Context: an optimization exercise on an open-source flow, tuned for small area, a short achievable clock period and few clock cycles. The choices shown serve that exercise and are no tape-out recipe.
At most, simulation tests tie the RTL to the original design; equivalence was not proved.
For runs 1 to 5, only the layout was checked, not whether the RTL still works.
Power figures rest on the tool's default switching activity, not on a simulated workload.

$ cat flow/design.v
module cmdproc (
    input  wire        clk,
    input  wire        rst,           
    input  wire        start,
    input  wire [63:0] start_base,
    input  wire [31:0] start_count,
    output wire        idle,
    output wire        done,
    output wire        faulted,
    output wire [2:0]  f_code,
    output wire        f_hdr_valid,
    output wire [63:0] f_hdr_addr,
    output wire [31:0] f_hdr_word,
    output wire        f_call_valid,
    output wire [13:0] f_method,
    output wire [2:0]  f_subch,
    output wire [1:0]  f_argi,
    output wire        f_value_valid,
    output wire [31:0] f_value,
    output wire        xl_req,
    output wire [63:0] xl_va,
    input  wire        xl_rsp,
    input  wire        xl_err,
    input  wire [63:0] xl_pa,
    output wire        rd_req,
    output wire [63:0] rd_addr,
    input  wire        rd_rsp,
    input  wire        rd_err,
    input  wire [31:0] rd_data,
    output wire        ev_valid,
    output wire [2:0]  ev_kind,
    output wire [13:0] ev_method,
    output wire [2:0]  ev_subch,
    output wire [31:0] ev_value,
    output wire [1:0]  ev_rem,
    output wire [1:0]  ev_len,
    output wire [31:0] ev_code0,
    output wire [31:0] ev_code1,
    output wire [31:0] ev_code2
);
    localparam [2:0] EV_SUBMIT = 3'd4;
    localparam [2:0] EV_DIAG   = 3'd5;
    localparam [2:0] F_UNKNOWN_MODE       = 3'd1;
    localparam [2:0] F_INCREASE_ONCE_ZERO = 3'd2;
    localparam [2:0] F_BIND_CONFLICT      = 3'd3;
    localparam [2:0] F_UNBOUND_SUBCHANNEL = 3'd4;
    localparam [2:0] F_UNKNOWN_ENGINE     = 3'd5;
    localparam [2:0] F_MACRO_NO_ENTRY     = 3'd6;
    localparam [2:0] F_PORT               = 3'd7;
    reg         st_idle;       
    reg         st_xl;         
    reg         st_hq;         
    reg         st_hw;         
    reg         st_aw;         
    reg         st_inl;        
    reg         st_rew;        
    reg         st_flt;        
    reg  [7:0]  bound;
    reg  [1:0]  cls [0:7];
    reg         mac_act;
    reg  [31:0] mac_entry;
    reg  [1:0]  mac_len;
    reg  [31:0] mac_code0;     
    reg  [31:0] mac_code1;
    reg  [63:0] cur;           
    reg  [2:0]  hmid;          
    reg         hcy;           
    reg  [31:0] rcnt;          
    reg         pos;           
    reg         ovf;           
    reg  [31:0] hdr;
    reg  [1:0]  argi;
    reg  [13:0] cmeth;
    reg         cfault;        
    reg         cev;           
    reg  [2:0]  ckind;
    reg         clast;         
    reg  [2:0]  fcode;
    reg         fpa;           
    reg         q_hwa;         
    reg         q_hwp;         
    reg         q_hwd;         
    reg         q_awq;         
    reg         q_awd;         
    reg         q_awe;         
    reg         q_qp;          
    reg         q_qd;          
    reg         q_ie;          
    wire [2:0]  h_mode = hdr[31:29];
    wire [2:0]  h_sc   = hdr[15:13];
    wire [1:0]  h_n    = hdr[17:16];
    wire        h_inl  = (h_mode == 3'd5);
    wire [1:0]  crem   = h_inl ? 2'd0 : (h_n - argi - 2'd1);
    wire [31:0] inl32  = {21'd0, hdr[28:18]};
    wire [2:0]  r_mode = rd_data[31:29];
    wire [1:0]  r_n    = rd_data[17:16];
    wire [2:0]  r_sc   = rd_data[15:13];
    wire        r_inl  = (r_mode == 3'd5);
    wire        r_nz   = rd_data[17] | rd_data[16];
    wire        r_bad  = r_mode[2] & r_mode[1];                     
    wire        r_le4  = ~r_mode[2] | ~(r_mode[1] | r_mode[0]);      
    function [4:0] outcome;    
        input [13:0] m;
        input        last;
        input        bnd;
        input [1:0]  cl;
        input        act;
        begin
            if (m == 14'h47)       outcome = 5'b00_000;
            else if (m == 14'h46)  outcome = act ? {1'b0, last, EV_SUBMIT} : 5'b10_000;
            else if (m == 14'h00)  outcome = bnd ? 5'b10_000 : 5'b00_000;
            else if (m < 14'h100)  outcome = {2'b01, EV_DIAG};
            else if (!bnd || cl == 2'd0) outcome = 5'b10_000;
            else                   outcome = {2'b01, 1'b0, cl};
        end
    endfunction
    wire        last0 = r_inl | (r_n == 2'd1);
    wire [4:0]  oc0 = outcome({1'b0, rd_data[12:0]}, last0,
                              bound[r_sc], cls[r_sc], mac_act);
    wire        c_bind = (cmeth == 14'h00);
    wire        c_m47  = (cmeth == 14'h47);
    wire        c_m46  = (cmeth == 14'h46);
    wire        inc    = (h_mode[2:1] == 2'b00) | ((h_mode == 3'd4) & (argi == 2'd0));
    wire [13:0] nmeth  = cmeth + {13'd0, inc};
    wire        lastn  = (h_n == (argi + 2'd2));
    wire [4:0]  ocn = outcome(nmeth, lastn,
                              bound[h_sc] | c_bind, cls[h_sc], mac_act | c_m47);
    wire [2:0]  dcode = c_m46  ? F_MACRO_NO_ENTRY :
                        c_bind ? F_BIND_CONFLICT :
                        bound[h_sc] ? F_UNKNOWN_ENGINE : F_UNBOUND_SUBCHANNEL;
    wire        xok   = xl_rsp & ~xl_err;
    wire        rok   = rd_rsp & ~rd_err;
    wire        x_ovf = (&xl_pa[63:2]) & (|xl_pa[1:0]);
    wire        areq = rok & ((q_hwa & r_nz & r_le4) | (q_awq & ~clast));
    wire        hreq = (rok & ((q_hwp & ~r_mode[2] & ~r_nz) | (q_awq & clast))) | q_qp;
    assign rd_req  = (rok & ((~r_mode[2] & ((q_hwa & r_nz) | q_hwp)) |
                             (q_hwa & r_nz & ~r_mode[1] & ~r_mode[0]) |
                             q_awq)) | q_qp;
    assign done    = (rok & ((q_hwd & ~r_mode[2] & ~r_nz) | q_awd)) | q_qd;
    assign idle    = st_idle | (done & start);
    assign faulted = st_flt;
    assign xl_req  = start & (st_idle | done);
    assign xl_va   = start_base;
    assign rd_addr = cur;
    wire        disp  = (st_aw & rok) | st_inl;
    wire        dok   = disp & ~cfault;
    wire        dlast = dok & clast;
    wire [31:0] val   = st_inl ? inl32 : rd_data;
    wire        e_sub = ckind[2] & ~ckind[0];
    wire        e_rd  = ~st_inl;
    wire        e0_rg = (mac_len != 2'd0);
    wire        e1_rg = (mac_len != 2'd1);
    assign ev_valid  = (rok & q_awe) | q_ie;
    assign ev_kind   = ckind;
    assign ev_method = cmeth;
    assign ev_subch  = h_sc;
    assign ev_value  = ({32{e_rd & ~e_sub}}  & rd_data) |
                       ({32{st_inl & ~e_sub}} & inl32) |
                       ({32{e_sub}} & mac_entry);
    assign ev_rem    = crem;
    assign ev_len    = mac_len + 2'd1;
    assign ev_code0  = ({32{e_rd & ~e0_rg}}  & rd_data) |
                       ({32{st_inl & ~e0_rg}} & inl32) |
                       ({32{e0_rg}} & mac_code0);
    assign ev_code1  = ({32{e_rd & ~e1_rg}}  & rd_data) |
                       ({32{st_inl & ~e1_rg}} & inl32) |
                       ({32{e1_rg}} & mac_code1);
    assign ev_code2  = ({32{e_rd}} & rd_data) | ({32{st_inl}} & inl32);
    wire f_disp = (fcode != F_UNKNOWN_MODE) & (fcode != F_INCREASE_ONCE_ZERO) &
                  (fcode != F_PORT);
    assign f_code        = fcode;
    assign f_hdr_valid   = (fcode != F_PORT) | fpa;
    assign f_hdr_addr    = cur;
    assign f_hdr_word    = hdr;
    assign f_call_valid  = f_disp | ((fcode == F_PORT) & fpa);
    assign f_method      = cmeth;
    assign f_subch       = h_sc;
    assign f_argi        = argi;
    assign f_value_valid = f_disp;
    assign f_value       = mac_code0;
    wire hw_in  = st_hw & rok;                          
    wire adv    = dok & ~clast;                         
    wire flt_port0 = (st_xl & xl_rsp & xl_err) | (st_hq & pos & ovf) |
                     (st_hw & rd_rsp & rd_err) |
                     (hw_in & ~r_mode[2] & ~r_nz & pos & ovf) |
                     (dlast & pos & ovf);
    wire flt_port1 = (hw_in & r_nz & r_le4 & ovf) |
                     (st_aw & rd_rsp & rd_err) |
                     (adv & st_aw & ovf);
    wire flt_mode  = hw_in & r_bad;
    wire flt_ioz   = hw_in & (r_mode == 3'd4) & ~r_nz;
    wire flt_disp  = disp & cfault;
    wire flt_any   = flt_port0 | flt_port1 | flt_mode | flt_ioz | flt_disp;
    wire n_hq  = ~rst & st_xl & xok;
    wire n_hw  = ~rst & (hreq | (st_hw & ~rd_rsp));
    wire n_aw  = ~rst & (areq | (st_aw & ~rd_rsp));
    wire n_inl = ~rst & hw_in & r_inl;
    wire        mid_cy = &cur[4:2];
    wire        hi_c   = st_rew ? hcy : mid_cy;
    wire [58:0] hi_x   = cur[63:5] ^ {59{st_rew}};
    wire [58:0] hi_s   = hi_x + {58'd0, hi_c};
    wire [2:0]  mid_n  = st_rew ? hmid : cur[4:2] + 3'd1;
    wire [63:0] cur_n  = {hi_s ^ {59{st_rew}}, mid_n, cur[1:0]};
    wire        ovf_r  = (&cur[63:3]) & (|cur[2:0]);        
    wire        n_ovf  = (st_xl & xok) ? x_ovf : (hreq | areq) ? ovf_r : ovf;
    wire        n_pos  = (idle & start) ? (start_count != 32'd0) :
                         ((hreq | areq) & pos) ? (rcnt != 32'd1) : pos;
    wire [4:0]  n_oc   = hw_in ? oc0 : adv ? ocn : {cfault, cev, ckind};
    wire        n_last = hw_in ? last0 : adv ? lastn : clast;
    wire        n_cf   = n_oc[4];
    wire        n_ce   = n_oc[3];
    always @(posedge clk) begin
        st_hq  <= n_hq;
        st_hw  <= n_hw;
        st_aw  <= n_aw;
        st_inl <= n_inl;
        q_hwa  <= n_hw & ~n_ovf;
        q_hwp  <= n_hw & ~n_ovf & n_pos;
        q_hwd  <= n_hw & ~n_pos;
        q_awq  <= n_aw & ~n_cf & ~n_ovf & (~n_last | n_pos);
        q_awd  <= n_aw & ~n_cf & n_last & ~n_pos;
        q_awe  <= n_aw & n_ce;
        q_qp   <= (n_hq | (n_inl & ~n_cf)) & n_pos & ~n_ovf;
        q_qd   <= (n_hq | (n_inl & ~n_cf)) & ~n_pos;
        q_ie   <= n_inl & n_ce;
        if (rst) begin
            st_idle <= 1'b1;
            st_xl   <= 1'b0;
            st_rew  <= 1'b0;
            st_flt  <= 1'b0;
            bound   <= 8'd0;
            mac_act <= 1'b0;
            mac_len <= 2'd0;
        end else begin
            st_idle <= (st_idle | done) & ~start;
            st_xl   <= (idle & start) | (st_xl & ~xl_rsp);
            st_rew  <= flt_any;
            st_flt  <= st_flt | st_rew;
            if (dok) begin
                if (c_m47) begin
                    mac_act   <= 1'b1;
                    mac_entry <= val;
                    mac_len   <= 2'd0;
                end else if (c_m46) begin
                    if (clast) begin
                        mac_act <= 1'b0;
                        mac_len <= 2'd0;
                    end else begin
                        mac_len <= mac_len + 2'd1;
                    end
                end else if (c_bind) begin
                    bound[h_sc] <= 1'b1;
                end
            end
        end
        if (dok & c_bind)
            cls[h_sc] <= (val == 32'h20) ? 2'd1 :
                         (val == 32'h07) ? 2'd2 :
                         (val == 32'h30) ? 2'd3 : 2'd0;
        if ((dok & c_m46 & ~clast & (mac_len == 2'd0)) | flt_disp)
            mac_code0 <= val;
        if (dok & c_m46 & ~clast & (mac_len == 2'd1))
            mac_code1 <= val;
        ovf <= n_ovf;
        pos <= n_pos;
        if (idle & start)
            rcnt <= start_count;
        else if ((hreq | areq) & pos)
            rcnt <= rcnt - 32'd1;
        if (st_xl & xok)
            cur <= xl_pa;
        else if (hreq | areq | st_rew)
            cur <= cur_n;
        if (hreq) begin
            hmid <= cur[4:2];
            hcy  <= mid_cy;
        end else if (areq)
            hcy  <= hcy | mid_cy;
        {cfault, cev, ckind} <= n_oc;
        clast <= n_last;
        if (hw_in) begin
            hdr   <= rd_data;
            argi  <= 2'd0;
            cmeth <= {1'b0, rd_data[12:0]};
        end else if (adv) begin
            argi  <= argi + 2'd1;
            cmeth <= nmeth;
        end
        if (flt_port0 | flt_port1) begin
            fcode <= F_PORT;
            fpa   <= flt_port1;
        end else if (flt_mode)
            fcode <= F_UNKNOWN_MODE;
        else if (flt_ioz)
            fcode <= F_INCREASE_ONCE_ZERO;
        else if (flt_disp)
            fcode <= dcode;
    end
endmodule
$ cat flow/flow/run.sh
#!/bin/bash
# Standard layout, with the port buffers made from the smallest buffer cell.
set -e
export BUFFER_PORTS_ARGS="-buffer_cell sky130_fd_sc_hd__buf_1"
bash standard.sh > standard.log 2>&1
$ cat flow/standard.sh
#!/bin/bash
# synth_recipe.tcl (not shown) runs the flow's synth.tcl, then flattens the netlist and writes it again
# the make line also repeats each setting of config.mk as NAME=value (left out here)
make -C /OpenROAD-flow-scripts/flow DESIGN_CONFIG=/design/flow/config.mk WORK_HOME=/design/flow/orfs CLKGATE_MAP_FILE= SYNTH_SCRIPT=/design/flow/synth_recipe.tcl "${@:-finish}"
$ cat flow/config.mk
export PLATFORM = sky130hd
export DESIGN_NAME = cmdproc
export DESIGN_NICKNAME = cmdproc
export VERILOG_FILES = /design/flow/design.v
export SDC_FILE = /design/flow/constraint.sdc
export NUM_CORES = 4
export LEC_CHECK = 0
export CAP_MARGIN = 20
export CORE_MARGIN = 2
export CORE_UTILIZATION = 40
export SETUP_SLACK_MARGIN = 5
export SLEW_MARGIN = 20
export TNS_END_PERCENT = 10
$ cat flow/constraint.sdc
create_clock -name core_clock -period 8.0 [get_ports {clk}]
set_input_delay 1.6000 -clock core_clock [delete_from_list [all_inputs] [get_ports {clk}]]
set_output_delay 1.6000 -clock core_clock [all_outputs]
set_load 0.01 [all_outputs]
==> results of run 1 <==
final cells by class:
type	instances	area [um2]	share of cell area [%]
repair buffers	638	3958	17.31
inverters	41	196.4	0.8590
multi-input cells	1191	8050	35.20
flip-flops and latches	303	8686	37.98
clock buffers	49	1022	4.470
well taps	592	740.7	3.239
repair inverters	2	20.02	0.08754
clock inverters	16	195.2	0.8535
worst min-delay path, delay by kind of cell, from the launching register on:
| kind | cells | cell delay, ns |
|---|---|---|
| and+or+nand+nor | 2 | 0.11 |
| DFF | 1 | 0.33 |
worst max-delay path by stage:
| stage | from | endpoint | slack, ns | cells after the start |
|---|---|---|---|---|
| 3_3_place_gp | rd_data[29] | ev_code1[29] | 2.97 | 4 |
| 2_1_floorplan | rd_data[31] | xl_req | 3.86 | 6 |
| 6_report | rd_data[17] | rd_req | 3.88 | 6 |
| 4_1_cts | rd_data[17] | rd_req | 3.82 | 6 |
| 3_5_place_dp | rd_rsp | xl_req | 3.15 | 6 |
| 5_1_grt | rd_data[17] | rd_req | 3.83 | 6 |
cell usage after synthesis (5+ instances only):
library cell  number
edfxtp_1         261
nor2_1           195
nand2_1          175
buf_4            148
a21oi_1          109
o21ai_0           81
xnor2_1           68
clkbuf_1          66
mux2_2            64
dfxtp_1           42
inv_1             40
nand3_1           39
nand4_1           39
nor3_1            37
nor4_1            37
xor2_1            37
mux2i_1           27
nor2b_1           26
nand2b_1          20
o21ai_1           19
o22ai_1           16
ha_1              15
a31oi_1           14
and2_1            13
or3_1             13
nand3b_1          12
and3_1             9
mux4_2             8
a21o_1             7
buf_1              7
buf_2              7
or2_2              7
nor3b_1            6
or4_1              6
or4b_1             6
a211oi_1           5
and4_1             5
nand4b_1           5
nor4b_1            5
o211ai_1           5
o31ai_1            5
where the power goes:
| group | switching (mW) | internal (mW) | total (mW) |
|---|---|---|---|
| clock network | 0.687 | 1.03 | 1.72 |
| logic | 0.216 | 0.183 | 0.398 |
| registers | 0.0439 | 1.75 | 1.79 |
| total | 0.947 | 2.96 | 3.91 |
per-layer routing:
metal / global-route usage [%] / part of all wire, % / routed length, um
met1: 32.45 / 40 / 24550
met2: 42.31 / 49 / 30280
met3: 5.702 / 8.7 / 5424
met4: 8.681 / 2.9 / 1831
met5: 0.1042 / 0 / 0
state kept, by name, summed over array words and instances, names as in the netlist, 2 cells and up, named ones only:
name and flops:
cur 64, hdr 32, mac_code0 32, mac_code1 32, mac_entry 32, rcnt 32
cls 16, cmeth 14, bound 8, ckind 3, fcode 3, hmid 3
argi 2, mac_len 2
kinds of logic after synthesis:
kind of cell / Yosys count / synth area share [%]
muxes: 99 / 6.629
AOI/OAI and AO/OA: 290 / 9.441
and+or+nand+nor: 682 / 19.54
DFF: 303 / 49.12
xor gates and xnor gates: 105 / 5.205
buffers and inverters: 271 / 9.001
adders and majority gates: 15 / 1.062
what timing repair did:
item | in CTS | in global routing
cloned | 3 | 2
pin swaps | 6 | 16
hold endpoints to repair | 0 | 0
endpoints found under the setup margin | 529 | 595
gates resized for setup | 257 | 263
setup buffers | 39 | 71
==> impl_metrics.csv, run 1 <==
group,metric,value,unit
synthesis,ys_ff_latch,303,
drt,totalWireLength,62.08,mm
synthesis,synth_cell_types,81,
synthesis,yosys-top-cells-area,"edfxtp_1 (44%), buf_4 (6.3%), dfxtp_1 (4.8%)",
drt,drc,0,
synthesis,synth_fp_nets,1979,
worst_setup_path,crit-reg2reg-capture,"q_awq",
power,peakVddDrop,0.0001318,V
floorplanning,core,43930,um2
floorplanning,die_h,214.2,um
sta,holdWs,0.4785,ns
worst_setup_path,cp.required,6.40,ns
worst_setup_path,crit_fanout,4,
worst_setup_path,cpPeakStageDelay,0.24,ns
sta,period_needed,4.123,ns
cts,root_buffer,"clkbuf_16",
flow_run,max_cap_violations,0,
cts,clock_path_buffers,3,
worst_hold_path,hold_path.class,"register to register",
drt,vias_per_cell,5.556,
worst_hold_path,holdPathStages,2,
global_route,grt_first_pass_wirelength,90.51,mm
finish,layout_commonest_cell,"buf_1",
synthesis,synth_top_area_share,44.36,%
cts,cts_buffers,36,
floorplanning,start_util,40.21,%
synthesis,ys_warn_count,1,
global_route,track_usage,25.34,%
sta,fin_ws,3.877,ns
worst_hold_path,hp-start,"st_flt",
worst_setup_path,critPathSlowestCell,"or2_4",
worst_setup_path,worst-r2r-cell-count,13,
status,status,"no timing/DRC/antenna violations",
synthesis,seq_area_frac_synth,49.12,%
finish,layout.nets,2427,
sta,hold_viol,0,
sta,max_freq,0.2425,GHz
cts,cts_tree,"built",
finish,drive_above_1_share,21.16,%
worst_setup_path,crit_arrival,2.52,ns
place,gp_congestion,0.8806,
place,place_inst,2651,
worst_setup_path,end_kind,"output pin",
power,power,3.907,mW
cts,clk_latency,0.56,ns
synthesis,async_reset_ff_share,0,%
finish,syn_to_final_growth,29.44,%
drt,drt_iter0_drc,1324,
drt,vias,15736,
cts,cts_hold_buffers,0,
power,p_leak,8.098,nW
finish,layout.cells.non_filler,2832,
global_route,grt_max_degree,82,
sta,rsz0062_at_grt,"true",
finish,nFillCells,3906,
floorplanning,fp-row-count,77,
place,port_buffers,509,
worst_setup_path,startpoint_type,"input pin",
finish,final_util,52.05,%
synthesis,ys.flop_type,"edfxtp_1",
worst_setup_path,path_class,"input pin to output pin",
sta,finalSetupTns,0,ns
synthesis,synth_area,17670,um2
cts,clkTransAtPathRegs,0.05,ns
worst_setup_path,r2r-start,"argi[0]",
synthesis,yosys.area.top_type,"edfxtp_1",
global_route,grt_pass1_vias,14615,
power,powerDensity,170.9,nW/um2
drt,wl_per_cell,21.92,um
floorplanning,pin_count,638,
sta,setup_viol,0,
worst_hold_path,holdPathEnd,"st_flt",
drt,drtAntennaViolNets,0,
synthesis,syn_area_per_cell,10.01,um2
place,dp_hpwl,42.59,mm
worst_setup_path,critPathTopFamily,"simple AND/OR/NAND/NOR gates",
cts,htreeDepth,2,
cts,clkSinkCount,303,
worst_setup_path,path_buf_inv,2,
synthesis,netlist_instances,1765,
place,placed_cell_area,19060,um2
worst_setup_path,cp_cell_sequence,"buf_12 > or2_4 > and3_4 > o31ai_4 > nand2b_1 > buf_6",
synthesis,synth_edf_count,261,
worst_setup_path,reg2reg_slack,4.38,ns
finish,finalInstanceArea,22870,um2
sta,slew_violations,0,
finish,n_antenna_cell,0,
drt,firstDrtPassIters,7,
floorplanning,fp.dieW,214.2,um
sta,clock_skew,0.02223,ns
sta,fin_crit_sh,51.54,%
place,place_ws,3.154,ns
global_route,antenna_found_initial,0,
global_route,grt_overflow,0,
sta,slew_headroom,35.97,%
floorplanning,die_area,45860,um2
finish,layout_common_cells,"buf_1 (398), edfxtp_1 (261), nor2_1 (192)",
sta,worst_pin_slew,0.9604,ns
==> run 2, diff against run 1 <==
--- a/flow/config.mk
+++ b/flow/config.mk
@@ -12,2 +12,2 @@
 export SLEW_MARGIN = 20
-export TNS_END_PERCENT = 10
+export TNS_END_PERCENT = 4
==> impl_metrics.csv, run 2 <==
group,metric,value,unit
synthesis,synthTopCellsByCount,"edfxtp_1 (261), nor2_1 (195), nand2_1 (175), buf_4 (148), a21oi_1 (109)",
sta,worst_pin_slew,0.9500,ns
cts,cts_buffers,36,
cts,cts_hold_buffers,0,
place,place_ws,3.154,ns
worst_setup_path,reg2reg_slack,4.36,ns
synthesis,syn_area_per_cell,10.01,um2
place,dp_hpwl,42.59,mm
global_route,grt_first_pass_wirelength,88.97,mm
sta,hold_viol,0,
finish,layout_common_cells,"buf_1 (466), edfxtp_1 (261), nor2_1 (193)",
finish,syn_to_final_growth,22.68,%
global_route,grt_pass1_vias,14455,
power,p_leak,7.382,nW
global_route,grt_overflow,0,
finish,regMostFlops,"cur",
drt,vias_per_cell,5.521,
sta,setup_viol,0,
worst_setup_path,path_class,"input pin to output pin",
worst_setup_path,crit_arrival,2.53,ns
drt,firstDrtPassIters,5,
worst_hold_path,hold_path.class,"register to register",
sta,finalSetupTns,0,ns
sta,clock_skew,0.01849,ns
worst_setup_path,r2r-start,"argi[0]",
synthesis,yosys-top-cells-area,"edfxtp_1 (44%), buf_4 (6.3%), dfxtp_1 (4.8%)",
synthesis,netlist_instances,1765,
floorplanning,die_area,45860,um2
drt,drt_iter0_drc,1288,
finish,layout_commonest_cell,"buf_1",
sta,fin_ws,3.866,ns
worst_hold_path,holdPathStages,2,
worst_hold_path,holdPathEnd,"st_flt",
synthesis,synth_fp_nets,1979,
drt,drtAntennaViolNets,0,
cts,clkSinkCount,303,
place,port_buffers,509,
drt,wl_per_cell,21.71,um
power,peakVddDrop,0.0001310,V
global_route,antenna_found_initial,1,
floorplanning,core,43930,um2
power,power,3.848,mW
synthesis,ys_warn_count,1,
cts,clk_latency,0.55,ns
drt,vias,15387,
finish,drive_above_1_share,15.31,%
power,powerDensity,177.5,nW/um2
finish,largest_reg_flops,64,
sta,slew_headroom,36.66,%
finish,layout.nets,2381,
worst_setup_path,crit-reg2reg-capture,"q_awq",
synthesis,synth_cell_types,81,
floorplanning,fp-row-count,77,
drt,totalWireLength,60.52,mm
cts,clock_path_buffers,3,
finish,nFillCells,4112,
flow_run,max_cap_violations,0,
synthesis,yosys.area.top_type,"edfxtp_1",
global_route,grt_max_degree,82,
floorplanning,start_util,40.21,%
floorplanning,die_h,214.2,um
cts,root_buffer,"clkbuf_16",
worst_setup_path,cp.required,6.40,ns
floorplanning,pin_count,638,
floorplanning,fp.dieW,214.2,um
synthesis,seq_area_frac_synth,49.12,%
worst_hold_path,hp-start,"st_flt",
global_route,track_usage,24.97,%
worst_setup_path,worst-r2r-cell-count,13,
cts,cts_tree,"built",
synthesis,ys.flop_type,"edfxtp_1",
synthesis,ys_ff_latch,303,
sta,slew_violations,0,
worst_setup_path,startpoint_type,"input pin",
synthesis,synth_area,17670,um2
synthesis,synth_edf_count,261,
place,gp_congestion,0.8806,
synthesis,async_reset_ff_share,0,%
sta,rsz0062_at_grt,"true",
drt,drc,0,
synthesis,synth_top_area_share,44.36,%
cts,htreeDepth,2,
finish,final_util,49.33,%
synthesis,synth.most_common_cell,"edfxtp_1",
worst_setup_path,end_kind,"output pin",
cts,clkTransAtPathRegs,0.05,ns
sta,period_needed,4.134,ns
sta,max_freq,0.2419,GHz
worst_setup_path,crit_fanout,8,
status,status,"no timing/DRC/antenna violations",
sta,fin_crit_sh,51.68,%
## run 2: cell counts after synthesis
Identical to the previous run, type by type.
## run 2: timing repair
action / CTS / global route
setup buffers: 19 / 45
pin swaps: 5 / 4
cloned: 3 / 2
gates resized for setup: 140 / 90
setup endpoints to repair: 529 / 595
## run 2: final cells by class
cell class	instances	area [um2]	share of cell area (%)
sequential	303	8686	40.08
multi-input combinational	1191	7774	35.87
timing repair buffer	592	3044	14.05
clock buffer	49	1022	4.717
tap	592	740.7	3.418
clock inverter	16	195.2	0.9006
inverter	41	188.9	0.8717
timing repair inverter	2	20.02	0.09237
antenna	1	2.502	0.01155
## run 2: stage by stage
stage | std cells | hold WS, ns | instance area [um2]
5_1_grt | 2787 | 0.4953 | 21670
3_3_place_gp | 2651 | 0.4474 | 19060
2_1_floorplan | 1765 | 0.4570 | 17740
4_1_cts | 2738 | 0.4798 | 20970
3_5_place_dp | 2651 | 0.4662 | 19060
6_report | 2787 | 0.4786 | 21670
## run 2: metal layers
layer	wire length, um	track usage (%)
met3	5366	5.858
met2	28800	40.78
met4	2118	9.792
met5	0	0.1042
met1	24230	32.11
## run 2: how the worst max path moves through the flow
stage / start / to / slack, ns / cells past startpoint
final: rd_data[12] / ev_value[12] / 3.87 / 4
after global routing: rd_data[9] / ev_code2[9] / 3.82 / 4
after CTS: rd_data[17] / rd_req / 3.82 / 6
after detailed placement: rd_rsp / xl_req / 3.15 / 6
after global placement: rd_data[29] / ev_code1[29] / 2.97 / 4
after floorplan: rd_data[31] / xl_req / 3.86 / 6
## run 2: where the power goes
| group | internal, mW | switching [mW] |
|---|---|---|
| Sequential | 1.75 | 0.0441 |
| Clock | 1.03 | 0.680 |
| Combinational | 0.141 | 0.205 |
## run 2: critical path, cell delays in order
cell and delay [ns]:
buf_1 0.27, nor2b_4 0.32, mux2_2 0.19, buf_1 0.15
## run 2: kinds of logic (layout without fill, tap and decap cells)
logic type | count (synthesis) | after routing | synth area share [%]
XOR/XNOR | 105 | 105 | 5.205
flip-flops | 303 | 303 | 49.12
buffers and inverters | 271 | 700 | 9.001
other | 0 | 1 | 0
AO/OA/AOI/OAI | 290 | 290 | 9.441
adder cells (fa/ha/maj) | 15 | 15 | 1.062
AND/OR/NAND/NOR | 682 | 682 | 19.54
multiplexers | 99 | 99 | 6.629
==> run 3, diff against run 2 <==
==> flow/flow/run.sh (replaced) <==
#!/bin/bash
# Standard layout, with the port buffers made from the smallest buffer cell
# and a clock tree of small buffers without dummy loads.
set -e
export BUFFER_PORTS_ARGS="-buffer_cell sky130_fd_sc_hd__buf_1"
export CTS_ARGS="-sink_clustering_enable -repair_clock_nets -dont_use_dummy_load -buf_list sky130_fd_sc_hd__clkbuf_4"
bash standard.sh > standard.log 2>&1
--- a/flow/config.mk
+++ b/flow/config.mk
@@ -12,2 +12,2 @@
 export SLEW_MARGIN = 20
-export TNS_END_PERCENT = 4
+export TNS_END_PERCENT = 10
==> impl_metrics.csv, run 3 <==
group,metric,value,unit
flow_run,max_cap_violations,0,
sta,max_freq,0.2427,GHz
global_route,grt_overflow,0,
sta,hold_viol,0,
floorplanning,core,43930,um2
finish,largest_reg_flops,64,
global_route,grt_busiest_layer,"met2",
place,dp_hpwl,42.59,mm
floorplanning,pin_count,638,
cts,htreeDepth,3,
synthesis,ys_warn_count,1,
sta,slew_violations,0,
worst_setup_path,worst-r2r-cell-count,15,
drt,vias,16213,
drt,firstDrtPassIters,7,
power,power_switching,882.2,uW
floorplanning,fp-row-count,77,
synthesis,synth_compound_area_share,9.441,%
sta,fin_crit_sh,51.49,%
power,internal_power,2.426,mW
status,status,"no timing/DRC/antenna violations",
worst_hold_path,holdPathStages,2,
synthesis,synth_top_area_share,44.36,%
worst_setup_path,cp.required,6.40,ns
global_route,antenna_found_initial,1,
synthesis,synth_xor_area_share,5.205,%
finish,layout_commonest_cell,"buf_1",
global_route,grtUsageMet2,45.65,%
power,comb_power_share,12.4,%
worst_setup_path,startpoint_type,"input pin",
floorplanning,die_area,45860,um2
worst_setup_path,crit_start,"rd_data[17]",
worst_setup_path,cp_cell_sequence,"buf_12 > or2_4 > and3_4 > o31ai_4 > nand2b_1 > buf_6",
worst_setup_path,crit_arrival,2.52,ns
sta,fin_ws,3.881,ns
power,clockPowerShare,33.4,%
worst_setup_path,r2r-start,"st_inl",
worst_setup_path,reg2reg_slack,4.23,ns
global_route,track_usage,27.36,%
synthesis,yosys.area.top_type,"edfxtp_1",
floorplanning,fp.dieW,214.2,um
synthesis,yosys-top-cells-area,"edfxtp_1 (44%), buf_4 (6.3%), dfxtp_1 (4.8%)",
synthesis,ys.flop_type,"edfxtp_1",
synthesis,synth_cell_types,81,
worst_hold_path,hold_path.class,"register to register",
power,powerDensity,143.2,nW/um2
sta,period_needed,4.119,ns
worst_setup_path,critPathSlowestCell,"or2_4",
floorplanning,start_util,40.21,%
sta,slew_headroom,35.35,%
sta,finalSetupTns,0,ns
finish,syn_to_final_growth,30.77,%
synthesis,synth_top_family_by_area,"simple AND/OR/NAND/NOR gates",
synthesis,netlist_instances,1765,
drt,drtAntennaViolNets,0,
worst_setup_path,crit_fanout,4,
synthesis,async_reset_ff_share,0,%
power,peakVddDrop,0.0001366,V
place,port_buffers,509,
worst_hold_path,holdPathEnd,"st_flt",
synthesis,synth_area,17670,um2
synthesis,synthAdderAreaFrac,1.062,%
global_route,grt_first_pass_wirelength,96.00,mm
finish,layout.nets,2528,
synthesis,synthTopCellsByCount,"edfxtp_1 (261), nor2_1 (195), nand2_1 (175), buf_4 (148), a21oi_1 (109)",
power,p_seq_share,54.2,%
floorplanning,die_h,214.2,um
synthesis,synth_fp_nets,1979,
synthesis,seq_area_frac_synth,49.12,%
global_route,grt_pass1_vias,15272,
cts,cts_tree,"built",
synthesis,ys_ff_latch,303,
global_route,grtUsageMet1,33.64,%
finish,layout_common_cells,"buf_1 (381), edfxtp_1 (261), nor2_1 (190)",
global_route,met3_usage,7.362,%
drt,drt_iter0_drc,1334,
place,place_ws,3.154,ns
sta,rsz0062_at_grt,"true",
cts,clkTransAtPathRegs,0.05,ns
synthesis,synth.most_common_cell,"edfxtp_1",
cts,root_buffer,"clkbuf_4",
global_route,grt_max_degree,82,
synthesis,synth_edf_count,261,
drt,drc,0,
finish,final_util,52.59,%
synthesis,synth_mux_area_share,6.629,%
sta,holdWs,0.4752,ns
worst_setup_path,path_class,"input pin to output pin",
finish,regMostFlops,"cur",
finish,layout.cells.non_filler,2905,
worst_setup_path,crit-reg2reg-capture,"cls[3][0]",
worst_setup_path,cpPeakStageDelay,0.24,ns
cts,cts_buffers,86,
synthesis,synthSimpleGateAreaFrac,19.54,%
drt,totalWireLength,66.68,mm
worst_hold_path,hp-start,"st_flt",
power,p_leak,8.349,nW
worst_setup_path,end_kind,"output pin",
cts,cts_hold_buffers,0,
cts,clock_path_buffers,3,
cts,clk_latency,0.78,ns
synthesis,syn_area_per_cell,10.01,um2
power,sw_frac_of_total,26.67,%
sta,worst_pin_slew,0.9697,ns
sta,clock_skew,0.05421,ns
drt,wl_per_cell,22.95,um
cts,clkSinkCount,303,
sta,setup_viol,0,
drt,vias_per_cell,5.581,
finish,drive_above_1_share,25.48,%
place,place_inst,2651,
place,gp_congestion,0.8806,
-- run 3: what timing repair did --
item / 4_1_cts / 5_1_grt
pin swaps: 9 / 19
gates cloned: 12 / 3
setup buffers: 79 / 72
endpoints found under the setup margin: 694 / 673
gates resized for setup: 352 / 214
hold endpoints to repair: 0 / 0
-- run 3: cells by family after synthesis --
kind of cell             after synthesis
XOR/XNOR                             105
multiplexers                          99
adder cells (fa/ha/maj)               15
buffers and inverters                271
AND/OR/NAND/NOR                      682
flip-flops                           303
AO/OA/AOI/OAI                        290
-- run 3: cell type report --
cell class,instances,area [um2]
Timing Repair Buffer,685,4632
Fill cell,3886,20830
Tap cell,592,740.7
Antenna cell,1,2.502
Sequential cell,303,8691
Multi-Input combinational cell,1195,8177
Inverter,41,193.9
Timing Repair inverter,2,20.02
Clock buffer,86,645.6
-- run 3: metrics by stage --
step | power, mW | area (um2)
global placement | 2.110 | 19060
detailed placement | 2.115 | 19060
floorplan | 2.021 | 17740
global route | 3.444 | 23100
finish | 3.308 | 23100
CTS | 3.294 | 21850
-- run 3: routing by layer --
layer,vias to the layer above,part of all wire [%]
li1,7345,-
met1,7843,39
met2,904,49
met3,121,8.7
met4,0,3.1
met5,-,0
-- run 3: worst max-delay path, delay by kind of cell --
family | cells | cell delay, ns
AO/OA/AOI/OAI | 1 | 0.16
buffers and inverters | 2 | 0.24
AND/OR/NAND/NOR | 3 | 0.52
-- run 3: how the worst max path moves through the flow --
stage                   endpoint  slack, ns  cells after the start
floorplan                 xl_req       3.86                      6
global placement    ev_code1[29]       2.97                      4
detailed placement        xl_req       3.15                      6
CTS                       rd_req       3.82                      6
global route              rd_req       3.83                      6
finish                    rd_req       3.88                      6
-- run 3: power by group through the flow --
stage / clock network, mW / registers (mW) / logic [mW]
2_1_floorplan: 0 / 1.82 / 0.204
3_3_place_gp: 0 / 1.83 / 0.283
3_5_place_dp: 0 / 1.83 / 0.286
4_1_cts: 1.13 / 1.80 / 0.363
5_1_grt: 1.21 / 1.80 / 0.438
6_report: 1.10 / 1.79 / 0.411
==> run 4, diff against run 3 <==
--- a/flow/design.v
+++ b/flow/design.v
@@ -79,2 +79,3 @@
     reg         fpa;           
+    reg         q_xp;          
     reg         q_hwa;         
@@ -132,8 +133,10 @@
     wire        rok   = rd_rsp & ~rd_err;
-    wire        x_ovf = (&xl_pa[63:2]) & (|xl_pa[1:0]);
+    wire        x_fast = xok & q_xp & ~(&xl_pa[63:60]);    
     wire        areq = rok & ((q_hwa & r_nz & r_le4) | (q_awq & ~clast));
-    wire        hreq = (rok & ((q_hwp & ~r_mode[2] & ~r_nz) | (q_awq & clast))) | q_qp;
+    wire        hreq = (rok & ((q_hwp & ~r_mode[2] & ~r_nz) | (q_awq & clast))) | q_qp |
+                       x_fast;
     assign rd_req  = (rok & ((~r_mode[2] & ((q_hwa & r_nz) | q_hwp)) |
                              (q_hwa & r_nz & ~r_mode[1] & ~r_mode[0]) |
-                             q_awq)) | q_qp;
+                             q_awq)) | q_qp |
+                     (xl_rsp & ~xl_err & q_xp & ~(&xl_pa[63:60]));
     assign done    = (rok & ((q_hwd & ~r_mode[2] & ~r_nz) | q_awd)) | q_qd;
@@ -143,3 +146,4 @@
     assign xl_va   = start_base;
-    assign rd_addr = cur;
+    wire [63:0] addr = st_xl ? xl_pa : cur;
+    assign rd_addr = addr;
     wire        disp  = (st_aw & rok) | st_inl;
@@ -193,3 +197,3 @@
     wire flt_any   = flt_port0 | flt_port1 | flt_mode | flt_ioz | flt_disp;
-    wire n_hq  = ~rst & st_xl & xok;
+    wire n_hq  = ~rst & st_xl & xok & ~x_fast;
     wire n_hw  = ~rst & (hreq | (st_hw & ~rd_rsp));
@@ -197,10 +201,13 @@
     wire n_inl = ~rst & hw_in & r_inl;
-    wire        mid_cy = &cur[4:2];
-    wire        hi_c   = st_rew ? hcy : mid_cy;
-    wire [58:0] hi_x   = cur[63:5] ^ {59{st_rew}};
+    wire        rq     = hreq | areq;
+    wire        mid_cy = &addr[4:2];
+    wire        hi_c   = st_rew ? hcy : (rq & mid_cy);
+    wire [58:0] hi_x   = addr[63:5] ^ {59{st_rew}};
     wire [58:0] hi_s   = hi_x + {58'd0, hi_c};
-    wire [2:0]  mid_n  = st_rew ? hmid : cur[4:2] + 3'd1;
-    wire [63:0] cur_n  = {hi_s ^ {59{st_rew}}, mid_n, cur[1:0]};
-    wire        ovf_r  = (&cur[63:3]) & (|cur[2:0]);        
-    wire        n_ovf  = (st_xl & xok) ? x_ovf : (hreq | areq) ? ovf_r : ovf;
+    wire [2:0]  mid_n  = st_rew ? hmid : addr[4:2] + {2'd0, rq};
+    wire [63:0] cur_n  = {hi_s ^ {59{st_rew}}, mid_n, addr[1:0]};
+    wire        top_1  = &addr[63:3];
+    wire        ovf_r  = top_1 & (|addr[2:0]);       
+    wire        x_ovf  = top_1 & addr[2] & (|addr[1:0]);    
+    wire        n_ovf  = rq ? ovf_r : (st_xl & xok) ? x_ovf : ovf;
     wire        n_pos  = (idle & start) ? (start_count != 32'd0) :
@@ -216,2 +223,3 @@
         st_inl <= n_inl;
+        q_xp   <= ~rst & ((idle & start) | (st_xl & ~xl_rsp)) & n_pos;
         q_hwa  <= n_hw & ~n_ovf;
@@ -269,8 +277,6 @@
             rcnt <= rcnt - 32'd1;
-        if (st_xl & xok)
-            cur <= xl_pa;
-        else if (hreq | areq | st_rew)
+        if ((st_xl & xok) | rq | st_rew)
             cur <= cur_n;
         if (hreq) begin
-            hmid <= cur[4:2];
+            hmid <= addr[4:2];
             hcy  <= mid_cy;
--- a/flow/config.mk
+++ b/flow/config.mk
@@ -12,2 +12,2 @@
 export SLEW_MARGIN = 20
-export TNS_END_PERCENT = 10
+export TNS_END_PERCENT = 4
==> impl_metrics.csv, run 4 <==
group,metric,value,unit
finish,largest_reg_flops,64,
place,port_buffers,509,
drt,wl_per_cell,27.14,um
global_route,grt_first_pass_wirelength,105.9,mm
floorplanning,die_h,216.3,um
floorplanning,die_area,46790,um2
cts,cts_hold_buffers,0,
synthesis,synth_edf_count,261,
global_route,grt_max_degree,73,
global_route,grt_overflow,0,
finish,layout.cells.non_filler,2832,
sta,holdWs,0.4741,ns
drt,totalWireLength,76.87,mm
sta,clock_skew,0.09882,ns
place,place_inst,2651,
worst_setup_path,startpoint_type,"input pin",
global_route,antenna_found_initial,5,
synthesis,ys.flop_type,"edfxtp_1",
cts,cts_tree,"built",
sta,max_freq,0.2383,GHz
sta,hold_viol,0,
power,sw_frac_of_total,29.81,%
power,comb_power_share,18.2,%
global_route,track_usage,31.15,%
worst_setup_path,crit_arrival,2.60,ns
finish,drive_above_1_share,22.38,%
synthesis,syn_area_per_cell,10.63,um2
drt,vias,16292,
synthesis,synth_cell_types,92,
cts,clkSinkCount,304,
synthesis,netlist_instances,1696,
power,peakVddDrop,0.00009853,V
finish,layout.nets,2450,
sta,rsz0062_at_grt,"true",
synthesis,yosys.area.top_type,"edfxtp_1",
finish,layout_common_cells,"buf_1 (434), edfxtp_1 (261), nand2_1 (124)",
finish,regMostFlops,"cur",
sta,slew_headroom,37.82,%
synthesis,synthTopCellsByCount,"edfxtp_1 (261), nor2_1 (128), nand2_1 (125), buf_4 (91), mux2_2 (87)",
worst_setup_path,crit_fanout,3,
floorplanning,fp.dieW,216.3,um
place,dp_hpwl,56.96,mm
finish,syn_to_final_growth,25.20,%
cts,root_buffer,"clkbuf_4",
cts,clock_path_buffers,3,
finish,layout_commonest_cell,"buf_1",
floorplanning,fp-row-count,77,
power,p_leak,7.795,nW
cts,clk_latency,0.83,ns
synthesis,synth_area,18030,um2
power,power_switching,1.076,mW
worst_setup_path,r2r-start,"hdr[29]",
worst_setup_path,path_class,"input pin to output pin",
synthesis,synth.most_common_cell,"edfxtp_1",
finish,finalInstanceArea,22570,um2
worst_setup_path,crit_start,"rd_data[17]",
drt,drt_iter0_drc,1426,
sta,period_needed,4.196,ns
power,clockPowerShare,30.4,%
worst_hold_path,hp-start,"st_flt",
drt,drc,0,
global_route,grt_pass1_vias,15166,
place,gp_congestion,1.008,
synthesis,synth_top_area_share,43.47,%
power,internal_power,2.533,mW
sta,slew_violations,0,
floorplanning,core,44320,um2
floorplanning,start_util,40.68,%
synthesis,yosys-top-cells-area,"edfxtp_1 (43%), mux2_2 (5.4%), dfxtp_1 (4.8%)",
synthesis,async_reset_ff_share,0,%
floorplanning,pin_count,638,
worst_hold_path,hold_path.class,"register to register",
synthesis,ys_warn_count,1,
sta,finalSetupTns,0,ns
cts,cts_buffers,85,
synthesis,synth_fp_nets,1910,
drt,drtAntennaViolNets,0,
flow_run,max_cap_violations,0,
cts,clkTransAtPathRegs,0.06,ns
place,placed_cell_area,19820,um2
synthesis,seq_area_frac_synth,48.25,%
finish,final_util,50.93,%
sta,fin_crit_sh,52.45,%
cts,htreeDepth,3,
status,status,"no timing/DRC/antenna violations",
sta,setup_viol,0,
worst_setup_path,end_kind,"output pin",
power,p_seq_share,51.4,%
sta,worst_pin_slew,0.9068,ns
power,powerDensity,159.9,nW/um2
drt,vias_per_cell,5.753,
drt,firstDrtPassIters,6,
synthesis,ys_ff_latch,304,
worst_setup_path,cp.required,6.40,ns
==> run 4: changes by cell type after synthesis, moves of 37 or more <==
| cell | change |
|---|---|
| mux2i_1 | +40 |
| buf_4 | -57 |
| inv_1 | +37 |
| a21oi_1 | -40 |
| nand2_1 | -50 |
| nor2_1 | -67 |
==> run 4: area by class of cell <==
class / instances / area [um2]
antenna: 6 / 15.01
clock buffer: 85 / 638.1
fill: 4121 / 21750
inverter: 82 / 316.6
multi-input combinational: 1153 / 8643
sequential: 304 / 8705
tap: 592 / 740.7
timing repair buffer: 610 / 3513
==> run 4: worst max-delay path: stages <==
cell	delay, ns
buf_12	0.11
nor4b_4	0.29
o21ai_1	0.10
nand2b_1	0.14
buf_6	0.12
a21o_1	0.11
buf_6	0.11
==> run 4: power groups by stage <==
stage | Sequential [mW] | Combinational, mW | Clock [mW]
2_1_floorplan | 1.87 | 0.365 | 0
3_3_place_gp | 1.88 | 0.539 | 0
3_5_place_dp | 1.89 | 0.545 | 0
4_1_cts | 1.85 | 0.620 | 1.12
5_1_grt | 1.86 | 0.700 | 1.20
6_report | 1.85 | 0.657 | 1.10
==> run 4: what timing repair did <==
item / CTS / global route
buffers inserted: 38 / 44
pin swaps: 9 / 11
resized for setup: 216 / 153
gates cloned: 4 / 3
setup endpoints to repair: 740 / 640
==> run 4: worst paths after layout <==
path                                  to  slack (ns)  depth (start not counted)
worst max register to register  ckind[2]        4.45                         11
worst min register to register    st_flt        0.47                          2
worst max-delay path                idle        3.80                          7
worst min-delay path              st_flt        0.47                          2
==> run 4: logic make-up (layout without fill, tap and decap cells) <==
logic type,Yosys count,after routing,synth area share [%]
AOI/OAI and AO/OA,250,250,8.967
other,0,6,0
muxes,165,165,10.42
and+or+nand+nor,610,612,18.57
DFF,304,304,48.25
adders and majority gates,15,15,1.041
xor gates and xnor gates,111,111,5.434
buffers and inverters,241,777,7.322
==> run 4: per-stage QoR <==
step / power, mW / setup slack (ns)
final: 3.609 / 3.804
after global routing: 3.754 / 3.745
after CTS: 3.592 / 3.813
after detailed placement: 2.431 / 2.450
after global placement: 2.423 / 2.592
after floorplan: 2.235 / 3.616
==> run 4: layer usage <==
layer / global-route usage, % / vias up / share of wire, %
met3: 21.71 / 194 / 17
met2: 44.59 / 876 / 43
met1: 36.16 / 7972 / 37
li1: - / 7246 / -
met4: 11.07 / 4 / 3.2
met5: 4.063 / - / 0.35
==> run 5, diff against run 4 <==
==> flow/flow/run.sh (replaced) <==
#!/bin/bash
# Standard layout, with the port buffers made from the smallest buffer cell.
set -e
export BUFFER_PORTS_ARGS="-buffer_cell sky130_fd_sc_hd__buf_1"
bash standard.sh > standard.log 2>&1
==> impl_metrics.csv, run 5 <==
group,metric,value,unit
synthesis,netlist_instances,1696,
sta,worst_pin_slew,0.9283,ns
floorplanning,die_h,216.3,um
place,gp_congestion,1.008,
drt,totalWireLength,75.14,mm
synthesis,yosys-top-cells-area,"edfxtp_1 (43%), mux2_2 (5.4%), dfxtp_1 (4.8%)",
power,sw_frac_of_total,27.37,%
worst_setup_path,end_kind,"output pin",
drt,drc,0,
synthesis,syn_area_per_cell,10.63,um2
drt,dr_wl_met2,32.21,mm
floorplanning,fp.dieW,216.3,um
global_route,grt_pass1_vias,14773,
cts,clk_latency,0.55,ns
power,comb_power_share,15.3,%
drt,vias_per_cell,5.690,
drt,drtAntennaViolNets,0,
sta,clock_skew,0.01616,ns
finish,layout_common_cells,"buf_1 (448), edfxtp_1 (261), nand2_1 (124)",
drt,firstDrtPassIters,6,
place,port_buffers,509,
synthesis,synth_area,18030,um2
power,p_leak,7.737,nW
synthesis,ys.flop_type,"edfxtp_1",
worst_hold_path,hold_path.class,"register to register",
power,clockPowerShare,40.4,%
global_route,track_usage,30.71,%
cts,cts_tree,"built",
floorplanning,pin_count,638,
cts,clkTransAtPathRegs,0.05,ns
sta,max_freq,0.2354,GHz
global_route,grt_overflow,0,
synthesis,async_reset_ff_share,0,%
cts,cts_hold_buffers,0,
drt,vias,15899,
drt,wl_met3,12.48,mm
worst_setup_path,startpoint_type,"input pin",
drt,wl_per_cell,26.89,um
floorplanning,die_area,46790,um2
synthesis,synth.most_common_cell,"edfxtp_1",
floorplanning,core,44320,um2
sta,fin_crit_sh,53.09,%
sta,holdWs,0.4700,ns
synthesis,seq_area_frac_synth,48.25,%
worst_setup_path,cp.required,6.40,ns
flow_run,max_cap_violations,0,
worst_setup_path,reg2reg_slack,4.21,ns
synthesis,synth_edf_count,261,
global_route,antenna_found_initial,3,
synthesis,synth_fp_nets,1910,
worst_setup_path,path_class,"input pin to output pin",
power,peakVddDrop,0.0001443,V
synthesis,synth_top_area_share,43.47,%
finish,syn_to_final_growth,25.93,%
synthesis,synth_cell_types,92,
drt,wl_met1,27.98,mm
floorplanning,fp-row-count,77,
cts,htreeDepth,2,
finish,nFillCells,4093,
global_route,grt_first_pass_wirelength,104.6,mm
worst_setup_path,crit_arrival,2.65,ns
sta,hold_viol,0,
synthesis,yosys.area.top_type,"edfxtp_1",
sta,finalSetupTns,0,ns
sta,slew_violations,0,
finish,regMostFlops,"cur",
status,status,"no timing/DRC/antenna violations",
cts,root_buffer,"clkbuf_16",
global_route,grt_max_degree,73,
finish,drive_above_1_share,19.68,%
cts,cts_buffers,37,
power,power_switching,1.146,mW
worst_setup_path,crit_fanout,4,
cts,clock_path_buffers,3,
power,p_seq_share,44.2,%
power,internal_power,3.041,mW
place,dp_hpwl,56.96,mm
sta,setup_viol,0,
finish,largest_reg_flops,64,
drt,drt_iter0_drc,1434,
sta,period_needed,4.247,ns
drt,topRoutingLayerUsed,"met4",
finish,layout.nets,2388,
sta,slew_headroom,36.35,%
synthesis,synthTopCellsByCount,"edfxtp_1 (261), nor2_1 (128), nand2_1 (125), buf_4 (91), mux2_2 (87)",
cts,clkSinkCount,304,
finish,layout_commonest_cell,"buf_1",
power,powerDensity,184.4,nW/um2
sta,rsz0062_at_grt,"true",
synthesis,ys_warn_count,1,
floorplanning,start_util,40.68,%
synthesis,ys_ff_latch,304,
## run 5: routing by layer
metal / vias to the layer above / GRT usage (%)
met5: - / 0
met3: 162 / 20.74
met1: 7880 / 35.95
met2: 742 / 44.69
li1: 7115 / -
met4: 0 / 10.53
## run 5: timing repair
| action | in CTS | in global routing |
|---|---|---|
| setup endpoints to repair | 681 | 654 |
| buffers inserted | 29 | 43 |
| gates resized for setup | 150 | 176 |
| pin swaps | 13 | 9 |
| gates cloned | 3 | 0 |
## run 5: logic make-up after synthesis
group	count (synthesis)	share of synthesized area [%]
multiplexers	165	10.42
XOR/XNOR	111	5.434
buffers and inverters	241	7.322
AO/OA/AOI/OAI	250	8.967
flip-flops	304	48.25
AND/OR/NAND/NOR	610	18.57
adder cells (fa/ha/maj)	15	1.041
## run 5: area by class of cell
| class | count | area, um2 | share of cell area (%) |
|---|---|---|---|
| diodes | 2 | 5.005 | 0.02204 |
| clock buffers | 51 | 1030 | 4.536 |
| clock inverters | 14 | 158.9 | 0.6999 |
| inverters | 82 | 316.6 | 1.394 |
| multi-input cells | 1151 | 8551 | 37.66 |
| flip-flops and latches | 304 | 8703 | 38.34 |
| well taps | 592 | 740.7 | 3.263 |
| repair buffers | 598 | 3198 | 14.09 |
## run 5: final timing paths
check,depth (start not counted),startpoint,endpoint
worst max register to register,8,st_xl,cur[54]
worst min register to register,2,st_flt,st_flt
worst min-delay path,2,st_flt,st_flt
worst max-delay path,7,rd_data[17],xl_req
## run 5: power groups by stage
stage | logic (mW) | registers [mW] | clock network [mW]
after floorplan | 0.365 | 1.87 | 0
after global placement | 0.539 | 1.88 | 0
after detailed placement | 0.545 | 1.89 | 0
after CTS | 0.590 | 1.85 | 1.71
after global routing | 0.684 | 1.86 | 1.78
final | 0.642 | 1.85 | 1.69
## run 5: through the flow
step / setup WS [ns] / cells / total power, mW / util, % / instance area (um2)
after floorplan: 3.616 / 1696 / 2.235 / - / 18110
after global placement: 2.592 / 2651 / 2.423 / 44.73 / 19820
after CTS: 3.809 / 2748 / 4.153 / 49.34 / 21870
after global routing: 3.693 / 2792 / 4.319 / 51.22 / 22700
after detailed placement: 2.450 / 2651 / 2.431 / 44.73 / 19820
final: 3.753 / 2794 / 4.187 / 51.23 / 22700
## run 5: critical path: stages
cell,delay [ns]
buf_12,0.11
nor4b_4,0.32
o21ai_1,0.11
nand2b_1,0.15
o21a_4,0.16
buf_12,0.10
buf_6,0.09
==> run 6, diff against run 5 <==
--- a/flow/design.v
+++ b/flow/design.v
@@ -79,3 +79,2 @@
     reg         fpa;           
-    reg         q_xp;          
     reg         q_hwa;         
@@ -89,2 +88,6 @@
     reg         q_ie;          
+    reg         sv_rd, sv_in, sv_me;
+    reg         s0_rd, s0_in, s0_rg;
+    reg         s1_rd, s1_in, s1_rg;
+    reg         s2_rd, s2_in;
     wire [2:0]  h_mode = hdr[31:29];
@@ -133,10 +136,8 @@
     wire        rok   = rd_rsp & ~rd_err;
-    wire        x_fast = xok & q_xp & ~(&xl_pa[63:60]);    
+    wire        x_ovf = (&xl_pa[63:2]) & (|xl_pa[1:0]);
     wire        areq = rok & ((q_hwa & r_nz & r_le4) | (q_awq & ~clast));
-    wire        hreq = (rok & ((q_hwp & ~r_mode[2] & ~r_nz) | (q_awq & clast))) | q_qp |
-                       x_fast;
+    wire        hreq = (rok & ((q_hwp & ~r_mode[2] & ~r_nz) | (q_awq & clast))) | q_qp;
     assign rd_req  = (rok & ((~r_mode[2] & ((q_hwa & r_nz) | q_hwp)) |
                              (q_hwa & r_nz & ~r_mode[1] & ~r_mode[0]) |
-                             q_awq)) | q_qp |
-                     (xl_rsp & ~xl_err & q_xp & ~(&xl_pa[63:60]));
+                             q_awq)) | q_qp;
     assign done    = (rok & ((q_hwd & ~r_mode[2] & ~r_nz) | q_awd)) | q_qd;
@@ -146,4 +147,3 @@
     assign xl_va   = start_base;
-    wire [63:0] addr = st_xl ? xl_pa : cur;
-    assign rd_addr = addr;
+    assign rd_addr = cur;
     wire        disp  = (st_aw & rok) | st_inl;
@@ -152,6 +152,2 @@
     wire [31:0] val   = st_inl ? inl32 : rd_data;
-    wire        e_sub = ckind[2] & ~ckind[0];
-    wire        e_rd  = ~st_inl;
-    wire        e0_rg = (mac_len != 2'd0);
-    wire        e1_rg = (mac_len != 2'd1);
     assign ev_valid  = (rok & q_awe) | q_ie;
@@ -160,14 +156,11 @@
     assign ev_subch  = h_sc;
-    assign ev_value  = ({32{e_rd & ~e_sub}}  & rd_data) |
-                       ({32{st_inl & ~e_sub}} & inl32) |
-                       ({32{e_sub}} & mac_entry);
+    assign ev_value  = ({32{sv_rd}} & rd_data) | ({32{sv_in}} & inl32) |
+                       ({32{sv_me}} & mac_entry);
     assign ev_rem    = crem;
     assign ev_len    = mac_len + 2'd1;
-    assign ev_code0  = ({32{e_rd & ~e0_rg}}  & rd_data) |
-                       ({32{st_inl & ~e0_rg}} & inl32) |
-                       ({32{e0_rg}} & mac_code0);
-    assign ev_code1  = ({32{e_rd & ~e1_rg}}  & rd_data) |
-                       ({32{st_inl & ~e1_rg}} & inl32) |
-                       ({32{e1_rg}} & mac_code1);
-    assign ev_code2  = ({32{e_rd}} & rd_data) | ({32{st_inl}} & inl32);
+    assign ev_code0  = ({32{s0_rd}} & rd_data) | ({32{s0_in}} & inl32) |
+                       ({32{s0_rg}} & mac_code0);
+    assign ev_code1  = ({32{s1_rd}} & rd_data) | ({32{s1_in}} & inl32) |
+                       ({32{s1_rg}} & mac_code1);
+    assign ev_code2  = ({32{s2_rd}} & rd_data) | ({32{s2_in}} & inl32);
     wire f_disp = (fcode != F_UNKNOWN_MODE) & (fcode != F_INCREASE_ONCE_ZERO) &
@@ -197,3 +190,3 @@
     wire flt_any   = flt_port0 | flt_port1 | flt_mode | flt_ioz | flt_disp;
-    wire n_hq  = ~rst & st_xl & xok & ~x_fast;
+    wire n_hq  = ~rst & st_xl & xok;
     wire n_hw  = ~rst & (hreq | (st_hw & ~rd_rsp));
@@ -201,13 +194,29 @@
     wire n_inl = ~rst & hw_in & r_inl;
-    wire        rq     = hreq | areq;
-    wire        mid_cy = &addr[4:2];
-    wire        hi_c   = st_rew ? hcy : (rq & mid_cy);
-    wire [58:0] hi_x   = addr[63:5] ^ {59{st_rew}};
-    wire [58:0] hi_s   = hi_x + {58'd0, hi_c};
-    wire [2:0]  mid_n  = st_rew ? hmid : addr[4:2] + {2'd0, rq};
-    wire [63:0] cur_n  = {hi_s ^ {59{st_rew}}, mid_n, addr[1:0]};
-    wire        top_1  = &addr[63:3];
-    wire        ovf_r  = top_1 & (|addr[2:0]);       
-    wire        x_ovf  = top_1 & addr[2] & (|addr[1:0]);    
-    wire        n_ovf  = rq ? ovf_r : (st_xl & xok) ? x_ovf : ovf;
+    wire        mid_cy = &cur[4:2];
+    wire        hi_c   = st_rew ? hcy : mid_cy;
+    wire [58:0] hi_x   = cur[63:5] ^ {59{st_rew}};
+    wire [7:0]  grp_all;
+    wire [7:0]  grp_in;
+    wire [58:0] hi_p;
+    genvar g, b;
+    generate
+        for (g = 0; g < 8; g = g + 1) begin : grp
+            localparam integer W = (g == 7) ? 3 : 8;
+            wire [W:0] p;
+            assign p[0] = grp_in[g];
+            for (b = 0; b < W; b = b + 1) begin : bit_
+                assign hi_p[8*g+b] = p[b];
+                assign p[b+1] = p[b] & hi_x[8*g+b];
+            end
+            assign grp_all[g] = &hi_x[8*g + W - 1 : 8*g];
+        end
+        assign grp_in[0] = hi_c;
+        for (g = 1; g < 8; g = g + 1) begin : gcarry
+            assign grp_in[g] = grp_in[g-1] & grp_all[g-1];
+        end
+    endgenerate
+    wire [2:0]  mid_n  = st_rew ? hmid : cur[4:2] + 3'd1;
+    wire [63:0] cur_n  = {cur[63:5] ^ hi_p, mid_n, cur[1:0]};
+    wire        ovf_r  = (&cur[63:3]) & (|cur[2:0]);        
+    wire        n_ovf  = (st_xl & xok) ? x_ovf : (hreq | areq) ? ovf_r : ovf;
     wire        n_pos  = (idle & start) ? (start_count != 32'd0) :
@@ -218,2 +227,6 @@
     wire        n_ce   = n_oc[3];
+    wire        n_sub  = n_oc[2] & ~n_oc[0];
+    wire [1:0]  n_mlen = rst ? 2'd0 :
+                         (dok & (c_m47 | (c_m46 & clast))) ? 2'd0 :
+                         (dok & c_m46) ? mac_len + 2'd1 : mac_len;
     always @(posedge clk) begin
@@ -223,3 +236,2 @@
         st_inl <= n_inl;
-        q_xp   <= ~rst & ((idle & start) | (st_xl & ~xl_rsp)) & n_pos;
         q_hwa  <= n_hw & ~n_ovf;
@@ -233,2 +245,14 @@
         q_ie   <= n_inl & n_ce;
+        sv_rd  <= ~n_inl & ~n_sub;
+        sv_in  <= n_inl & ~n_sub;
+        sv_me  <= n_sub;
+        s0_rd  <= ~n_inl & (n_mlen == 2'd0);
+        s0_in  <= n_inl & (n_mlen == 2'd0);
+        s0_rg  <= (n_mlen != 2'd0);
+        s1_rd  <= ~n_inl & (n_mlen == 2'd1);
+        s1_in  <= n_inl & (n_mlen == 2'd1);
+        s1_rg  <= (n_mlen != 2'd1);
+        s2_rd  <= ~n_inl;
+        s2_in  <= n_inl;
+        mac_len <= n_mlen;
         if (rst) begin
@@ -240,3 +264,2 @@
             mac_act <= 1'b0;
-            mac_len <= 2'd0;
         end else begin
@@ -250,10 +273,5 @@
                     mac_entry <= val;
-                    mac_len   <= 2'd0;
                 end else if (c_m46) begin
-                    if (clast) begin
+                    if (clast)
                         mac_act <= 1'b0;
-                        mac_len <= 2'd0;
-                    end else begin
-                        mac_len <= mac_len + 2'd1;
-                    end
                 end else if (c_bind) begin
@@ -270,3 +288,3 @@
         if (dok & c_m46 & ~clast & (mac_len == 2'd1))
-            mac_code1 <= val;
+            mac_code1 <= rd_data;      
         ovf <= n_ovf;
@@ -277,6 +295,8 @@
             rcnt <= rcnt - 32'd1;
-        if ((st_xl & xok) | rq | st_rew)
+        if (st_xl & xok)
+            cur <= xl_pa;
+        else if (hreq | areq | st_rew)
             cur <= cur_n;
         if (hreq) begin
-            hmid <= addr[4:2];
+            hmid <= cur[4:2];
             hcy  <= mid_cy;
==> impl_metrics.csv, run 6 <==
group,metric,value,unit
status,status,"no timing/DRC/antenna violations",
finish,layout_commonest_cell,"buf_1",
synthesis,ys_warn_count,1,
power,clockPowerShare,43.0,%
floorplanning,start_util,40.60,%
finish,nFillCells,4138,
cts,clock_path_buffers,3,
worst_setup_path,cp.required,6.40,ns
synthesis,synth_cell_types,85,
floorplanning,die_area,46700,um2
drt,drc,0,
worst_hold_path,hold_path.class,"register to register",
drt,vias,16046,
global_route,grt_first_pass_wirelength,92.98,mm
sta,clock_skew,0.01714,ns
sta,holdWs,0.4813,ns
worst_hold_path,holdPathStages,2,
synthesis,yosys.area.top_type,"edfxtp_1",
sta,fin_crit_sh,52.57,%
worst_setup_path,crit-reg2reg-capture,"cls[0][1]",
worst_setup_path,crit_fanout,11,
synthesis,async_reset_ff_share,0,%
finish,largest_reg_flops,64,
sta,worst_pin_slew,1.189,ns
finish,final-seq-area,8866,um2
sta,period_needed,4.206,ns
global_route,antenna_found_initial,0,
place,port_buffers,509,
power,peakVddDrop,0.0001528,V
worst_setup_path,end_kind,"output pin",
power,power_switching,978.0,uW
synthesis,syn_area_per_cell,10.20,um2
floorplanning,die_h,216.1,um
place,dp_hpwl,46.29,mm
cts,cts_tree,"built",
worst_setup_path,path_class,"input pin to output pin",
floorplanning,fp-row-count,77,
synthesis,seq_area_frac_synth,49.23,%
finish,regMostFlops,"cur",
sta,rsz0062_at_grt,"true",
finish,layout.nets,2389,
worst_hold_path,hp-start,"st_flt",
drt,drt_iter0_drc,1605,
finish,syn_to_final_growth,22.89,%
drt,vias_per_cell,5.735,
synthesis,synth_fp_nets,1976,
sta,slew_headroom,20.44,%
sta,slew_violations,0,
worst_setup_path,worst-r2r-cell-count,8,
power,sw_frac_of_total,25.11,%
global_route,grt_overflow,0,
sta,finalSetupTns,0,ns
cts,clkSinkCount,313,
synthesis,synth_area,17990,um2
power,p_seq_share,47.5,%
synthesis,synth_top_area_share,43.22,%
global_route,track_usage,26.43,%
cts,root_buffer,"clkbuf_16",
worst_setup_path,crit_arrival,2.61,ns
power,powerDensity,176.1,nW/um2
synthesis,synth.most_common_cell,"edfxtp_1",
worst_setup_path,crit_start,"rd_data[0]",
floorplanning,core,44320,um2
finish,layout_common_cells,"buf_1 (479), edfxtp_1 (259), nand2_1 (166)",
drt,firstDrtPassIters,8,
synthesis,synth_edf_count,259,
place,place_ws,2.827,ns
sta,fin_ws,3.794,ns
finish,multi_input_area,7874,um2
finish,drive_above_1_share,12.44,%
synthesis,synthTopCellsByCount,"edfxtp_1 (259), nand2_1 (168), buf_4 (148), o21ai_0 (111), nor2_1 (106)",
sta,setup_viol,0,
synthesis,ys.flop_type,"edfxtp_1",
global_route,grt_pass1_vias,14434,
synthesis,yosys-top-cells-area,"edfxtp_1 (43%), buf_4 (6.2%), dfxtp_1 (6.0%)",
worst_setup_path,startpoint_type,"input pin",
cts,clk_latency,0.57,ns
cts,clkTransAtPathRegs,0.06,ns
global_route,grt_max_degree,86,
sta,max_freq,0.2378,GHz
flow_run,max_cap_violations,0,
power,p_leak,7.446,nW
drt,wl_per_cell,23.97,um
worst_setup_path,r2r-start,"st_inl",
drt,totalWireLength,67.07,mm
floorplanning,fp.dieW,216.1,um
worst_hold_path,holdPathEnd,"st_flt",
power,internal_power,2.917,mW
sta,hold_viol,0,
synthesis,ys_ff_latch,313,
power,comb_power_share,9.5,%
cts,cts_buffers,38,
drt,drtAntennaViolNets,0,
floorplanning,pin_count,638,
synthesis,netlist_instances,1764,
cts,htreeDepth,2,
place,gp_congestion,0.9125,
worst_setup_path,reg2reg_slack,4.51,ns
## run 6: metal layers
metal	part of all wire (%)	wire, um	up-vias	track usage, %
li1	-	-	7235	-
met1	39	26170	7753	33.92
met2	47	31700	910	43.12
met3	9.7	6476	146	6.372
met4	4.0	2687	2	10.11
met5	0.069	46	-	0.6250
## run 6: cell type report
class	count	share of cell area, %
sequential	313	40.09
multi-input combinational	1146	35.61
timing repair buffer	609	14.29
clock inverter	13	0.5771
clock buffer	53	4.781
inverter	69	1.267
antenna	3	0.03395
tap	592	3.350
## run 6: worst max-delay path: stages
cell and delay, ns:
buf_2 0.19, a222oi_1 0.56, inv_1 0.09, buf_1 0.16
## run 6: per-stage QoR
stage / total power [mW] / std cells / util, % / area [um2]
finish: 3.895 / 2798 / 49.90 / 22110
global route: 4.016 / 2795 / 49.88 / 22110
CTS: 3.898 / 2733 / 47.57 / 21080
detailed placement: 2.194 / 2647 / 43.68 / 19360
global placement: 2.188 / 2647 / 43.68 / 19360
floorplan: 2.091 / 1764 / - / 18050
## run 6: cells by family (layout without fill, tap and decap cells)
logic type,after synthesis,count (layout),synth area share [%]
and+or+nand+nor,619,621,18.17
buffers and inverters,307,744,9.624
DFF,313,313,49.23
muxes,28,28,2.037
AOI/OAI and AO/OA,361,361,14.00
adders and majority gates,13,13,0.9040
xor gates and xnor gates,123,123,6.029
other,0,3,0
## run 6: worst max path at each step
stage | endpoint | slack (ns) | depth (start not counted)
after floorplan | xl_req | 3.74 | 6
after global placement | xl_req | 2.86 | 6
after detailed placement | xl_req | 2.83 | 6
after CTS | xl_req | 3.83 | 6
after global routing | xl_req | 3.82 | 6
final | ev_code0[0] | 3.79 | 4
## run 6: timing repair
item                                    in CTS  in global routing
cloned                                       4                  5
buffers inserted                            16                 57
hold buffers                                 0                  0
endpoints found under the setup margin     576                551
gates resized for setup                     85                124
pin swaps                                   16                 35
## run 6: power by group through the flow
stage	Combinational (mW)	Clock, mW	Sequential [mW]
after detailed placement	0.310	0	1.88
after global routing	0.400	1.76	1.85
after global placement	0.307	0	1.88
after floorplan	0.218	0	1.87
final	0.370	1.68	1.85
after CTS	0.343	1.71	1.85
Testbench counts of run 6, summed over its fixed seeds: cycles 20,248.

==> separate check: timing with driven ports <==
In the flow no input, the clock included, has a driving cell. The finished layouts below were timed again as built, in two steps. Step 1, drivers: a clkbuf_16 drives clk and a buf_2 each remaining input, both assumed. Step 2 times the ports against the registers' clock, not the clock port: input delays grow and output delays shrink by t, the midpoint of the rising clock arrivals with the driver on. Slacks: ideal / step 1 / step 2; pairs: ideal / step 1.
| run | shift t [ns] | setup slack, ns | worst setup path after step 2 | latest minus earliest clock arrival (ns) |
|---|---|---|---|---|
| run 1 | 0.603 | 3.877 / 3.828 / 3.639 | input to register | 0.032 / 0.032 |
| run 2 | 0.601 | 3.866 / 3.808 / 3.643 | input to register | 0.027 / 0.027 |
| run 3 | 0.820 | 3.881 / 3.832 / 3.298 | input to register | 0.072 / 0.072 |
| run 4 | 0.829 | 3.804 / 3.602 / 3.404 | input to register | 0.108 / 0.108 |
| run 5 | 0.599 | 3.753 / 3.654 / 3.398 | input to register | 0.016 / 0.017 |
| run 6 | 0.621 | 3.794 / 3.775 / 3.563 | input to register | 0.018 / 0.017 |
After both steps every run listed still meets setup and hold. For run 3, which loses most, drivers alone change the setup slack by -0.049 ns; drivers and shift together by -0.583 ns.
